This design comes from an exercise in tuning for small area, a short achievable clock period and few clock cycles on the open sky130 flow, not from production work. RTL that was checked went through simulation tests only; none was proved equivalent to the original. Power is estimated from default activity; no workload was simulated.

Setup of run A:
## h1_codec
module h1_codec (
    input  wire        clk,
    input  wire        rst,
    input  wire        cmd_valid,
    output wire        cmd_ready,
    input  wire [3:0]  cmd_code,
    input  wire        cmd_is_server,
    input  wire [2:0]  cmd_n,
    input  wire [15:0] cmd_len,
    input  wire [31:0] cmd_a,
    input  wire [31:0] cmd_b,
    input  wire        din_valid,
    output wire        din_ready,
    input  wire [31:0] din_data,
    output wire        rsp_valid,
    input  wire        rsp_ready,
    output wire [2:0]  rsp_status,
    output wire [31:0] rsp_data,
    output wire [31:0] rsp_data2,
    output wire [4:0]  rsp_info
);
Size in the first run: roughly 200 flip-flops, ~200 I/O pins.
export LEC_CHECK = 0
export CAP_MARGIN = 20
export CORE_MARGIN = 2
export CORE_UTILIZATION = 40
export PLACE_DENSITY = 0.6
export SLEW_MARGIN = 20
create_clock -name core_clock -period 5.0 [get_ports {clk}]
standard.sh (not shown) runs the stock make flow with config.mk's settings and CLKGATE_MAP_FILE= SYNTH_SCRIPT=/design/flow/synth_recipe.tcl, a recipe that flattens the netlist after the stock synthesis.
==> flow/flow/run.sh <==
#!/bin/bash
# Layout flow: the standard flow (standard.sh: ORFS synthesis to the
# final layout, unchanged), with the I/O port buffers that global placement
# inserts made from sky130_fd_sc_hd__buf_2 instead of the resizer's default
# pick. Every port still gets its own buffer. The full output of the ORFS
# run goes to flow_standard.log in this folder; each tool's own log is kept
# by ORFS under orfs/logs/.
set -euo pipefail
export BUFFER_PORTS_ARGS="-buffer_cell sky130_fd_sc_hd__buf_2"
bash standard.sh > flow_standard.log 2>&1
Run A | status: complete | timing, DRC, antenna: pass
[inputs] run B vs run A
# run A
export LEC_CHECK = 0
export CAP_MARGIN = 20
export CORE_MARGIN = 2
export CORE_UTILIZATION = 40
export PLACE_DENSITY = 0.6
export SLEW_MARGIN = 20
create_clock -name core_clock -period 5.0 [get_ports {clk}]
# run B
export LEC_CHECK = 0
export ABC_CLOCK_PERIOD_IN_PS = 2000
export CAP_MARGIN = 20
export CORE_MARGIN = 2
export CORE_UTILIZATION = 40
export PLACE_DENSITY = 0.6
export SETUP_SLACK_MARGIN = 2.8
export SLEW_MARGIN = 20
create_clock -name core_clock -period 5.0 [get_ports {clk}]
==> flow/run.sh (new file) <==
#!/bin/bash
# synth_recipe.tcl (not shown) runs the flow's synth.tcl, then flattens the netlist and writes it again
# the make line also repeats each setting of config.mk as NAME=value (left out here)
make -C /OpenROAD-flow-scripts/flow DESIGN_CONFIG=/design/flow/config.mk WORK_HOME=/design/flow/orfs CLKGATE_MAP_FILE= SYNTH_SCRIPT=/design/flow/synth_recipe.tcl finish
removed: flow/flow/run.sh
removed: flow/standard.sh
==> results.txt <==
- Compared to run A, run B shows a wider setup margin.
- Between run A and run B, sequential share of layout area decreased.
- Comparing run A with run B, the sequential power came out essentially unchanged.
- Run B against run A: clock buffer count in the final layout saw a decrease; multi-input combinational cell count moved up; proportion of power drawn by the clock network held.
### run B -> run C
# run B
export LEC_CHECK = 0
export ABC_CLOCK_PERIOD_IN_PS = 2000
export CAP_MARGIN = 20
export CORE_MARGIN = 2
export CORE_UTILIZATION = 40
export PLACE_DENSITY = 0.6
export SETUP_SLACK_MARGIN = 2.8
export SLEW_MARGIN = 20
create_clock -name core_clock -period 5.0 [get_ports {clk}]
# run C
export LEC_CHECK = 0
export CAP_MARGIN = 20
export CORE_MARGIN = 2
export CORE_UTILIZATION = 40
export PLACE_DENSITY = 0.6
export SLEW_MARGIN = 20
create_clock -name core_clock -period 5.0 [get_ports {clk}]
Results
The depth of the worst register-to-register path in run C was higher than what run B gave.
Note that the worst-case vdd ir drop recorded for run C amounts to 1.07 times the value seen in run B.
Diff run B -> run C: highest clock rate went down 0.073 GHz, count of pins on the block boundary held, net count after synthesis held, sequential power held.
Net switching component of the power: run C vs run B down 260 µW
Between run B and run C, final cell count is higher for run B, run C comes in under that.
Function was not checked in any run of this note: the RTL went through the layout flow alone.


Another version of the RTL of h1_codec (not shown whole).
For scale: about 200 I/O pins, roughly 0.013 mm² of cells after synthesis.
==> flow/design.v (excerpt) <==
module h1_codec (
    input  wire        clk,
    input  wire        rst,
    input  wire        cmd_valid,
    output wire        cmd_ready,
    input  wire [3:0]  cmd_code,
    input  wire        cmd_is_server,
    input  wire [2:0]  cmd_n,
    input  wire [15:0] cmd_len,
    input  wire [31:0] cmd_a,
    input  wire [31:0] cmd_b,
    input  wire        din_valid,
    output wire        din_ready,
    input  wire [31:0] din_data,
    output wire        rsp_valid,
    input  wire        rsp_ready,
    output wire [2:0]  rsp_status,
    output wire [31:0] rsp_data,
    output wire [31:0] rsp_data2,
    output wire [4:0]  rsp_info
);
Settings: LEC_CHECK=0, ABC_CLOCK_PERIOD_IN_PS=2000, CAP_MARGIN=20, CORE_MARGIN=2, CORE_UTILIZATION=40, PLACE_DENSITY=0.6, SETUP_SLACK_MARGIN=2.75, SLEW_MARGIN=20, TNS_END_PERCENT=10; clock period 5.0 ns.
==> flow/flow/run.sh <==
#!/bin/bash
# Layout flow: the standard flow (standard.sh: ORFS synthesis to the
# final layout, unchanged), with the I/O port buffers that global placement
# inserts made from sky130_fd_sc_hd__buf_1 instead of the resizer's default
# pick. Every port still gets its own buffer. The full output of the ORFS
# run goes to flow_standard.log in this folder; each tool's own log is kept
# by ORFS under orfs/logs/.
set -euo pipefail
export BUFFER_PORTS_ARGS="-buffer_cell sky130_fd_sc_hd__buf_1"
bash standard.sh > flow_standard.log 2>&1
The baseline went through all stages and came out clean.
Testbench counts at the start, summed over its fixed seeds: cycles 77,486.
Change:
--- a/flow/config.mk
+++ b/flow/config.mk
@@ -11,3 +11,3 @@
-export CORE_UTILIZATION = 40
-export PLACE_DENSITY = 0.6
-export SETUP_SLACK_MARGIN = 2.75
+export CORE_UTILIZATION = 55
+export PLACE_DENSITY = 0.7
+export SETUP_SLACK_MARGIN = 2.6
@@ -15 +14,0 @@
-export TNS_END_PERCENT = 10
Hold slack got worse by 0.0043 ns. Wire length goes down by about 5.5%. Setup slack gains 0.052 ns. Area after synthesis is unchanged. Maximum frequency grows by 2.1%. Total power decreases by 5.1%. First-iteration DRC count rose by about 7%. Sequential share of layout area grows by 1.4 points. Non-clock buffer count fell by 37. Final area goes down by about 4.3%.
Change:
--- a/flow/config.mk
+++ b/flow/config.mk
@@ -11,2 +11,2 @@
-export CORE_UTILIZATION = 55
-export PLACE_DENSITY = 0.7
+export CORE_UTILIZATION = 40
+export PLACE_DENSITY = 0.6
What happened: Sequential power hardly moves; core utilization falls by 19 points; power goes up by 1.1%; sequential cell count does not change; final area came out higher by about 0.5%; die area rose by 36%; register-to-register slack improved by 0.07 ns; sequential share of layout area falls by 0.12 points; worst setup slack improved by 0.068 ns; via count is lower by 2.9%; clock-buffer cell count rises by 4.

static timing again, ports no longer ideal:
No port has a modelled driver above. Below, the same layouts with a new extraction and two added sets of constraints.
Step 1 sets driving cells, clkbuf_16 on the clock port and buf_2 on the other inputs (assumed; they add their load-dependent delay and slew).
Step 2 times the ports against the registers' clock, not the clock port: input delays grow and output delays shrink by t, the midpoint of the rising clock arrivals with the driver on.
Slacks: ideal / step 1 / step 2; pairs: ideal / step 1.
run	t (ns)	slack for setup (ns)	hold slack, ns	latest minus earliest clock arrival (ns)
run A	0.559	1.061 / 1.061 / 0.937	0.479 / 0.479 / 0.479	0.027 / 0.027
run B	0.567	1.894 / 1.894 / 1.698	0.486 / 0.486 / 0.486	0.025 / 0.025
run C	0.568	0.982 / 0.982 / 0.770	0.467 / 0.467 / 0.467	0.014 / 0.014
the first run of note 2	0.502	2.475 / 2.475 / 2.078	0.478 / 0.478 / 0.478	0.023 / 0.024
the second run of note 2	0.493	2.527 / 2.527 / 2.233	0.473 / 0.473 / 0.473	0.014 / 0.014
the third run of note 2	0.494	2.595 / 2.588 / 2.242	0.484 / 0.484 / 0.484	0.018 / 0.017
After both steps every run listed still meets setup and hold. The setup slack of the first run of note 2, which loses most, moves by 0.000 ns with the drivers and by -0.397 ns with both steps.
